From an optimization exercise on the open Yosys and OpenROAD flow, aimed at small area, a short achievable clock period and few clock cycles; shortcuts taken in it are not production practice. Only simulation tests tie the RTL to the original design; equivalence was not proved. No activity file was given, so power comes from the tool's default toggle rates.

==> design/flow/design.v <==
module kbd_scan_react #(
    parameter ROWS            = 8,
    parameter COLS            = 8,
    parameter NUM_LEDS        = 12,
    parameter DEBOUNCE_N      = 15,
    parameter SETTLE_CYCLES   = 4,
    parameter K_RAINBOW       = 10,
    parameter K_LIGHTNING     = 10,
    parameter K_CHASE         = 10,
    parameter K_CHASE2        = 100,
    parameter LIGHTNING_ODDS  = 20,
    parameter DIM_THRESH      = 100,
    parameter LFADE           = 10,
    parameter CFADE           = 10,
    parameter CSTEP           = 1,
    parameter [23:0] FLASH_A  = 24'hFFFFFF,
    parameter [23:0] FLASH_B  = 24'h8080FF,
    parameter [23:0] KFLASH_A = 24'hFFFFFF,
    parameter [23:0] KFLASH_B = 24'h8080FF,
    parameter [31:0] DISPLAY_TIMEOUT = 400
) (
    input  wire        clk,
    input  wire        rst,
    input  wire        cmd_valid,
    input  wire [7:0]  cmd,
    output wire        cmd_ready,
    output reg  [ROWS-1:0] row_n,
    input  wire [COLS-1:0] col_n,
    input  wire [31:0] rnd_data,
    output wire        rnd_take,
    output reg  [17:0] ev,
    output reg         led_valid,
    output reg  [23:0] led_data,
    output reg         draw_valid,
    output reg  [1:0]  draw_sprite,
    output reg  [2:0]  fault
);
    localparam NKEYS = ROWS * COLS;
    localparam [1:0] M_RAINBOW = 2'd0, M_LIGHTNING = 2'd1, M_CHASE = 2'd2, M_CHASE2 = 2'd3;
    localparam [1:0] SP_IDLE = 2'd0, SP_TAP1 = 2'd1, SP_TAP2 = 2'd2;
    localparam [3:0] S_IDLE    = 4'd0,
                     S_ROW     = 4'd1,    
                     S_SETTLE  = 4'd2,    
                     S_LT_D0   = 4'd3,    
                     S_LT_D1   = 4'd4,    
                     S_LT_D2   = 4'd5,    
                     S_LK_D0   = 4'd6,    
                     S_LK_D1   = 4'd7,    
                     S_LFRAME  = 4'd8;    
    function [23:0] wheel;
        input [7:0] p;
        reg   [7:0] q;
        begin
            if (p < 8'd85) begin
                q = p;
                wheel = {8'd255 - 8'd3 * q, 8'd0, 8'd3 * q};
            end else if (p < 8'd170) begin
                q = p - 8'd85;
                wheel = {8'd0, 8'd3 * q, 8'd255 - 8'd3 * q};
            end else begin
                q = p - 8'd170;
                wheel = {8'd3 * q, 8'd255 - 8'd3 * q, 8'd0};
            end
        end
    endfunction
    function [7:0] sat_sub;
        input [7:0] a;
        input [7:0] d;
        begin
            sat_sub = (a >= d) ? a - d : 8'd0;
        end
    endfunction
    function [23:0] fade;
        input [23:0] t;
        input [7:0]  d;
        begin
            fade = {sat_sub(t[23:16], d), sat_sub(t[15:8], d), sat_sub(t[7:0], d)};
        end
    endfunction
    reg [3:0]  st;
    reg [7:0]  scan_row;
    reg [7:0]  settle_cnt;
    reg [NKEYS-1:0] scan_tmp;
    reg [NKEYS-1:0] snap;
    reg [NKEYS-1:0] stable;
    reg [NKEYS-1:0] prev_raw;
    reg [16*NKEYS-1:0] cnt;
    reg [NKEYS-1:0] evq;           
    reg [24*NUM_LEDS-1:0] frame;
    reg [8*NUM_LEDS-1:0]  wpos;
    reg [15:0] lcnt;
    reg [15:0] cidx;
    reg [7:0]  cphase;
    reg [1:0]  mode;
    reg [15:0] led_j;
    reg [15:0] lf_idx;
    reg [1:0]  sprite;
    reg [31:0] dcnt;
    reg [31:0] dlast;
    wire halted = |fault;
    wire accept = cmd_valid && cmd_ready;
    assign cmd_ready = (st == S_IDLE);
    assign rnd_take  = (st == S_LT_D0) || (st == S_LT_D1) || (st == S_LT_D2) ||
                       (st == S_LK_D0) || (st == S_LK_D1);
    reg [NKEYS-1:0]    db_stable;
    reg [16*NKEYS-1:0] db_cnt;
    reg [NKEYS-1:0]    db_fired;
    reg [15:0]         c_new;
    integer k;
    always @* begin
        db_stable = stable;
        db_cnt    = cnt;
        db_fired  = {NKEYS{1'b0}};
        for (k = 0; k < NKEYS; k = k + 1) begin
            if (snap[k] == stable[k]) begin
                db_cnt[16*k +: 16] = 16'd0;
            end else begin
                if (snap[k] == prev_raw[k])
                    c_new = cnt[16*k +: 16] + 16'd1;
                else
                    c_new = 16'd1;
                if (c_new >= DEBOUNCE_N) begin
                    db_stable[k]       = snap[k];
                    db_cnt[16*k +: 16] = 16'd0;
                    db_fired[k]        = 1'b1;
                end else begin
                    db_cnt[16*k +: 16] = c_new;
                end
            end
        end
    end
    reg [7:0] evq_head;
    reg       evq_any;
    integer h;
    always @* begin
        evq_head = 8'd0;
        evq_any  = 1'b0;
        for (h = NKEYS - 1; h >= 0; h = h - 1) begin
            if (evq[h]) begin
                evq_head = h;
                evq_any  = 1'b1;
            end
        end
    end
    wire [7:0] head_row  = evq_head / COLS;
    wire [7:0] head_col  = evq_head % COLS;
    wire       head_kind = stable[evq_head];
    reg [15:0] k_of_mode;
    always @* begin
        case (mode)
            M_RAINBOW:   k_of_mode = K_RAINBOW;
            M_LIGHTNING: k_of_mode = K_LIGHTNING;
            M_CHASE:     k_of_mode = K_CHASE;
            default:     k_of_mode = K_CHASE2;
        endcase
    end
    wire [15:0] cidx_next  = (cidx + 16'd1 >= NUM_LEDS) ? 16'd0 : cidx + 16'd1;
    wire [15:0] cidx_twin  = (cidx_next + NUM_LEDS / 2) % NUM_LEDS;
    wire [23:0] chase_col  = wheel(cphase);
    wire [31:0] rnd_mod_leds = rnd_data % NUM_LEDS;
    wire        rnd_trigger  = (rnd_data % LIGHTNING_ODDS) == 32'd0;
    reg [24*NUM_LEDS-1:0] rainbow_frame;
    reg [8*NUM_LEDS-1:0]  rainbow_wpos;
    reg [24*NUM_LEDS-1:0] chase_frame;
    reg [24*NUM_LEDS-1:0] light_fade_frame;
    reg [24*NUM_LEDS-1:0] chase_key_frame;
    reg [8*NUM_LEDS-1:0]  seed_wpos;
    integer i;
    always @* begin
        for (i = 0; i < NUM_LEDS; i = i + 1) begin
            rainbow_frame[24*i +: 24] = wheel(wpos[8*i +: 8]);
            rainbow_wpos[8*i +: 8]    = wpos[8*i +: 8] + 8'd1;
            seed_wpos[8*i +: 8]       = (256 * i) / NUM_LEDS;
            if (i == cidx_next || (mode == M_CHASE2 && i == cidx_twin))
                chase_frame[24*i +: 24] = fade(chase_col, CFADE);
            else
                chase_frame[24*i +: 24] = fade(frame[24*i +: 24], CFADE);
            if (i == cidx_next)
                chase_key_frame[24*i +: 24] = chase_col;
            else
                chase_key_frame[24*i +: 24] = frame[24*i +: 24];
            if (st == S_LT_D2 && i == led_j)
                light_fade_frame[24*i +: 24] = fade(rnd_data[0] ? FLASH_B : FLASH_A, LFADE);
            else
                light_fade_frame[24*i +: 24] = fade(frame[24*i +: 24], LFADE);
        end
    end
    wire [7:0] red_of_rnd_led = frame[24*rnd_mod_leds + 16 +: 8];
    always @(posedge clk) begin
        if (rst) begin
            st          <= S_IDLE;
            row_n       <= {ROWS{1'b1}};
            scan_row    <= 8'd0;
            settle_cnt  <= 8'd0;
            scan_tmp    <= {NKEYS{1'b0}};
            snap        <= {NKEYS{1'b0}};
            stable      <= {NKEYS{1'b0}};
            prev_raw    <= {NKEYS{1'b0}};
            cnt         <= {16*NKEYS{1'b0}};
            evq         <= {NKEYS{1'b0}};
            frame       <= {24*NUM_LEDS{1'b0}};
            wpos        <= {8*NUM_LEDS{1'b0}};
            lcnt        <= 16'd0;
            cidx        <= 16'd0;
            cphase      <= 8'd0;
            mode        <= M_RAINBOW;
            led_j       <= 16'd0;
            lf_idx      <= 16'd0;
            sprite      <= SP_IDLE;
            dcnt        <= 32'd0;
            dlast       <= 32'd0;
            fault       <= 3'd0;
            ev          <= 18'd0;
            led_valid   <= 1'b0;
            led_data    <= 24'd0;
            draw_valid  <= 1'b0;
            draw_sprite <= SP_IDLE;
        end else begin
            led_valid  <= 1'b0;
            draw_valid <= 1'b0;
            case (st)
            S_IDLE: begin
                if (accept && !halted) begin
                    case (cmd)
                    8'h10: begin  
                        scan_row <= 8'd0;
                        row_n    <= ~({{ROWS-1{1'b0}}, 1'b1});
                        st       <= S_ROW;
                    end
                    8'h20: begin  
                        if (evq_any) begin
                            fault[2] <= 1'b1;
                        end else begin
                            stable   <= db_stable;
                            prev_raw <= snap;
                            cnt      <= db_cnt;
                            evq      <= db_fired;
                        end
                    end
                    8'h21: begin  
                        if (!evq_any) begin
                            ev <= 18'd0;
                        end else begin
                            evq[evq_head] <= 1'b0;
                            ev <= {1'b1, head_kind, head_row, head_col};
                            if (head_kind) begin
                                sprite      <= (sprite == SP_TAP1) ? SP_TAP2 : SP_TAP1;
                                draw_sprite <= (sprite == SP_TAP1) ? SP_TAP2 : SP_TAP1;
                                draw_valid  <= 1'b1;
                                dlast       <= dcnt;
                                if (mode == M_LIGHTNING) begin
                                    st <= S_LK_D0;
                                end else if (mode == M_CHASE) begin
                                    frame  <= chase_key_frame;
                                    cidx   <= cidx_next;
                                    cphase <= cphase + CSTEP;
                                end
                            end
                        end
                    end
                    8'h30: begin  
                        if (lcnt + 16'd1 >= k_of_mode) begin
                            lcnt <= 16'd0;
                            case (mode)
                            M_RAINBOW: begin
                                frame <= rainbow_frame;
                                wpos  <= rainbow_wpos;
                            end
                            M_LIGHTNING: begin
                                st <= S_LT_D0;
                            end
                            default: begin  
                                frame  <= chase_frame;
                                cidx   <= cidx_next;
                                cphase <= cphase + CSTEP;
                            end
                            endcase
                        end else begin
                            lcnt <= lcnt + 16'd1;
                        end
                    end
                    8'h31: begin  
                        if (mode == M_LIGHTNING) begin
                            st <= S_LK_D0;
                        end else if (mode == M_CHASE) begin
                            frame  <= chase_key_frame;
                            cidx   <= cidx_next;
                            cphase <= cphase + CSTEP;
                        end
                    end
                    8'h32: begin  
                        lf_idx <= 16'd0;
                        st     <= S_LFRAME;
                    end
                    8'h34, 8'h35, 8'h36, 8'h37: begin  
                        mode   <= cmd[1:0];
                        lcnt   <= 16'd0;
                        cidx   <= 16'd0;
                        cphase <= 8'd0;
                        if (cmd[1:0] == M_RAINBOW)
                            wpos <= seed_wpos;
                        else
                            frame <= {24*NUM_LEDS{1'b0}};
                    end
                    8'h40: begin  
                        dcnt <= dcnt + 32'd1;
                        if (dcnt + 32'd1 - dlast == DISPLAY_TIMEOUT) begin
                            sprite      <= SP_IDLE;
                            draw_sprite <= SP_IDLE;
                            draw_valid  <= 1'b1;
                        end
                    end
                    8'h41: begin  
                        sprite      <= (sprite == SP_TAP1) ? SP_TAP2 : SP_TAP1;
                        draw_sprite <= (sprite == SP_TAP1) ? SP_TAP2 : SP_TAP1;
                        draw_valid  <= 1'b1;
                        dlast       <= dcnt;
                    end
                    default: begin
                        fault[1] <= 1'b1;
                    end
                    endcase
                end
            end
            S_ROW: begin
                scan_tmp[COLS*scan_row +: COLS] <= ~col_n;
                row_n      <= {ROWS{1'b1}};
                settle_cnt <= 8'd0;
                st         <= S_SETTLE;
            end
            S_SETTLE: begin
                if (settle_cnt + 8'd1 >= SETTLE_CYCLES) begin
                    if (scan_row + 8'd1 >= ROWS) begin
                        snap <= scan_tmp;
                        st   <= S_IDLE;
                    end else begin
                        scan_row <= scan_row + 8'd1;
                        row_n    <= ~({{ROWS-1{1'b0}}, 1'b1} << (scan_row + 8'd1));
                        st       <= S_ROW;
                    end
                end else begin
                    settle_cnt <= settle_cnt + 8'd1;
                end
            end
            S_LT_D0: begin
                if (rnd_trigger)
                    st <= S_LT_D1;
                else begin
                    frame <= light_fade_frame;
                    st    <= S_IDLE;
                end
            end
            S_LT_D1: begin
                if (red_of_rnd_led < DIM_THRESH) begin
                    led_j <= rnd_mod_leds[15:0];
                    st    <= S_LT_D2;
                end else begin
                    frame <= light_fade_frame;
                    st    <= S_IDLE;
                end
            end
            S_LT_D2: begin
                frame <= light_fade_frame;
                st    <= S_IDLE;
            end
            S_LK_D0: begin
                led_j <= rnd_mod_leds[15:0];
                st    <= S_LK_D1;
            end
            S_LK_D1: begin
                frame[24*led_j +: 24] <= rnd_data[0] ? KFLASH_B : KFLASH_A;
                st <= S_IDLE;
            end
            S_LFRAME: begin
                led_valid <= 1'b1;
                led_data  <= {frame[24*lf_idx + 8 +: 8], frame[24*lf_idx + 16 +: 8],
                              frame[24*lf_idx +: 8]};
                if (lf_idx + 16'd1 >= NUM_LEDS)
                    st <= S_IDLE;
                else
                    lf_idx <= lf_idx + 16'd1;
            end
            default: st <= S_IDLE;
            endcase
        end
    end
endmodule
==> design/flow/run.sh <==
#!/bin/bash
# synth_recipe.tcl (not shown) runs the flow's synth.tcl, then flattens the netlist and writes it again
# the make line also repeats each setting of config.mk as NAME=value (left out here)
make -C /OpenROAD-flow-scripts/flow DESIGN_CONFIG=/design/flow/config.mk WORK_HOME=/design/flow/orfs CLKGATE_MAP_FILE= SYNTH_SCRIPT=/design/flow/synth_recipe.tcl finish
==> design/flow/config.mk <==
export PLATFORM = sky130hd
export DESIGN_NAME = kbd_scan_react
export DESIGN_NICKNAME = kbd_scan_react
export VERILOG_FILES = /design/flow/design.v
export SDC_FILE = /design/flow/constraint.sdc
export NUM_CORES = 8
export LEC_CHECK = 0
export CAP_MARGIN = 20
export CORE_MARGIN = 2
export CORE_UTILIZATION = 40
export PLACE_DENSITY = 0.6
export SLEW_MARGIN = 20
==> design/flow/constraint.sdc <==
create_clock -name core_clock -period 14.0 [get_ports {clk}]
set_input_delay 2.8000 -clock core_clock [delete_from_list [all_inputs] [get_ports {clk}]]
set_output_delay 2.8000 -clock core_clock [all_outputs]
set_load 0.01 [all_outputs]
==> results.txt <==
## area by class of cell
class                           instances  area [um2]  area share
Clock buffer                          302        6340      0.0433
Tap cell                             4366        5460      0.0373
Multi-Input combinational cell      13700       88300       0.602
Timing Repair Buffer                  449        4010      0.0273
Antenna cell                           57         143    0.000973
Inverter                              591        2230      0.0152
Clock inverter                        111        1450     0.00990
Sequential cell                      1932       38700       0.264
## kinds of logic (layout without fill, tap and decap cells)
| kind of cell | after synthesis | in the layout | synth area share |
|---|---|---|---|
| buf+inv | 1732 | 1453 | 0.0510 |
| mux | 429 | 429 | 0.0467 |
| fa+ha+maj | 620 | 620 | 0.0599 |
| compound gates | 4733 | 4733 | 0.228 |
| simple gates | 6843 | 6843 | 0.252 |
| other cells | 1 | 72 | 0.0000282 |
| flops | 1932 | 1932 | 0.291 |
| xor+xnor | 1085 | 1085 | 0.0716 |
## state kept, by name (all words and copies together), names as in the netlist, 4 cells and up
register    cells
cnt          1024
frame         288
wpos           96
evq            64
prev_raw       64
scan_tmp       64
snap           64
stable         64
dcnt           32
dlast          32
led_data       24
cidx           16
lcnt           16
led_j          16
lf_idx         16
cphase          8
ev              8
row_n           8
scan_row        8
settle_cnt      8
st              4
## repair_timing
item,4_1_cts,5_1_grt
endpoints found under the setup margin,0,280
gates resized for setup,0,7
hold endpoints to repair,0,0
## routing by layer
layer,vias up,GRT usage
li1,62400,-
met4,34,0.150
met3,1359,0.0677
met5,-,0
met1,62200,0.383
met2,5849,0.411
## layout by cell type (no fill, tap or decap), types with 96 or more instances in the layout
cell type        count
a211oi_1           220
a21o_1             110
a21oi_1           1605
a22oi_1            132
a31oi_1            376
and3_1             979
buf_4              321
clkbuf_16          226
clkdlybuf4s50_1     96
dfxtp_1           1930
ha_1               588
inv_1              584
mux2i_1            254
mux4_2             151
nand2_1           1628
nand3_1            568
nand4_1            199
nor2_1            1711
nor2b_1            149
nor3_1             590
nor3b_1            117
nor4_1             213
o211ai_1           150
o21ai_0            872
o22ai_1            111
o2bb2ai_1          156
or3_1              177
xnor2_1            708
xor2_1             372
## path summary, 6_finish.rpt
path,cells past startpoint,slack (ns),end
worst min-delay path,2,0.39,snap[21]$_SDFFE_PP0P_
worst min register to register,2,0.39,snap[21]$_SDFFE_PP0P_
worst max-delay path,46,0.86,frame[13]$_SDFFE_PP0P_
worst max register to register,17,6.20,frame[97]$_SDFFE_PP0P_
## cell usage after synthesis (all sizes together), types with 374 or more instances
cell / number
nor2: 1747
ha: 590
xnor2: 710
dfxtp: 1932
nand3: 570
inv: 587
o21ai: 890
nor3: 606
a21oi: 1637
a31oi: 381
xor2: 374
nand2: 1642
clkbuf: 955
and3: 981
## per-stage QoR
step,std cells,cell area [um2],setup TNS [ns],setup WS (ns)
after floorplan,17400,133000,0,1.72
after global placement,21100,139000,-3.18,-0.210
after detailed placement,21100,139000,-3.05,-0.240
after CTS,21500,146000,0,0.618
after global routing,21500,146000,0,0.0418
final,21500,147000,0,0.856
## critical path, delay by kind of cell
family	cells	cell delay (ns)
AND/OR/NAND/NOR	10	2.73
AO/OA/AOI/OAI	21	4.39
buffers and inverters	7	1.51
adder cells (fa/ha/maj)	2	0.84
multiplexers	6	1.57
## power by group through the flow
stage	sequential, mW	combinational [mW]	clock (mW)
finish	5.50	0.885	6.26
global route	5.50	0.955	6.61
CTS	5.50	0.869	6.39
detailed placement	5.62	0.865	0
global placement	5.62	0.867	0
floorplan	5.62	0.593	0
==> impl_metrics.ini <==
[logic_synthesis]
yosysTopAreaCell = dfxtp_1
synth_top_area_share = 0.291
ys_types = 129
ys.flop_type = dfxtp_1
ys_top_cells_by_area = dfxtp_1 29%, a21oi_1 6.1%, ha_1 5.5%, nor2_1 4.9%, xnor2_1 4.7%
syn_area_um2 = 133000
yosysWarningCount = 1
ys_seq_area_frac = 0.291
synth-async-reset-ratio = 0
syn_area_per_cell_um2 = 7.66
synth_edf_count = 0
netlist_instances = 17400
ys_ff_latch = 1932

[routing]
wl_per_cell_um = 23.3
vias = 132000
route.detailed.drc = 0
wl_met3_um = 49500
highest_layer = met5
wl_met1_um = 217000
post_drt_via_cell_ratio = 6.12
routed_wl_um = 501000
detailroute.wirelength.met2_um = 205000
firstDrtPassIters = 9
drtIter0Drc = 14000
drtAntennaViolNets = 0

[power_and_ir_drop]
p_sw_frac = 0.251
power_density_nw_per_um2 = 86.3
pwr-share-comb = 0.070
p_leak_nw = 55.4
power.total_mw = 12.6
p_clk_frac = 0.495
seq_power_share = 0.435
ir_drop_uv = 107
p_int_mw = 9.48
p_sw_mw = 3.17

[grt]
grt_first_pass_wirelength_um = 750000
first_global_vias = 118000
grt_max_degree = 237
grtUsageTotal = 0.282
antenna_found_initial = 47
grt_overflow_total = 0

[timing]
finalCriticalPeriod_ns = 13.14
max_freq_mhz = 76.1
rsz0062_at_grt = no
report.final.slew_viol_count = 0
post-route-period-util = 0.939
skew_ns = 0.134
finalSetupViolCount = 0
whs_ns = 0.387
hold_violations = 0
slew_headroom = 0.106
worst_pin_slew_ns = 1.34

[cells_and_area]
final_layout_size_suffix_gt1_frac = 0.0714
num-nets-final = 17600
fillCellCount = 33100
final_core_util = 0.443
syn2layout_area_growth_pct = 10.2

[cts]
root_buffer = clkbuf_16
cts_sinks = 1932
clk_pin_slew_worst_paths_ns = 0.06
cts_tree = yes
clockBufferDepth = 4
holdBufCountCts = 0
htree_levels = 4
numCtsBuffers = 225
clk_latency_ns = 1.00
post_cts_buffers = 0

[die]
start_util = 0.402
die_h_um = 581
core_region_area_um2 = 331000
ios = 110
rows = 211
die_w_um = 581
die_area_um2 = 337000

[worst_setup_path]
cp-start-kind = primary input
cpPeakStageDelay_ns = 0.61
arrival_ns = 13.87
end_kind = flop
setup.worst_path.start = rnd_data[27]
slowest_stage = clkdlybuf4s50_1
r2r-start = led_j[0]$_SDFFE_PP0P_
path_max_fanout = 17
worstPathRequired_ns = 14.73
crit_type = in -> reg
cp_common_cell = o21ai_0

[placed_design]
place.detailed.hpwl_um = 347000
place_congestion = 1.05
io_buffers = 98

[hold_path]
holdCritStartpoint = scan_tmp[21]$_SDFFE_PP0P_
hold_class = reg -> reg

[run_status]
status = no timing/DRC/antenna violations

[run]
drv_cap = 0
Testbench counts, summed over its fixed seeds: cycles 1,104,865.

[separate check: timing with driven ports]
In the flow no input, the clock included, has a driving cell. The finished layout below was timed again as built, in two steps.
Step 1 assumes that a clkbuf_16 drives the clock port and a buf_2 every other input.
Step 2 also shifts input and output timing later by t, the mid clock arrival at the registers, as if the neighbouring blocks saw the same clock.
Slacks: no drivers / after step 1 / after step 2; pairs: no drivers / after step 1.
t (ns): 1.042
slack for setup (ns): 0.856 / 0.939 / -0.104
hold slack, ns: 0.387 / 0.387 / 0.387
worst setup path after step 2: input to register
worst register clock-pin slew, ns: 0.07 / 0.07
Met with ideal ports but missed after step 2: setup timing in this run. For this run, drivers alone change the setup slack by +0.083 ns; drivers and shift together by -0.960 ns.
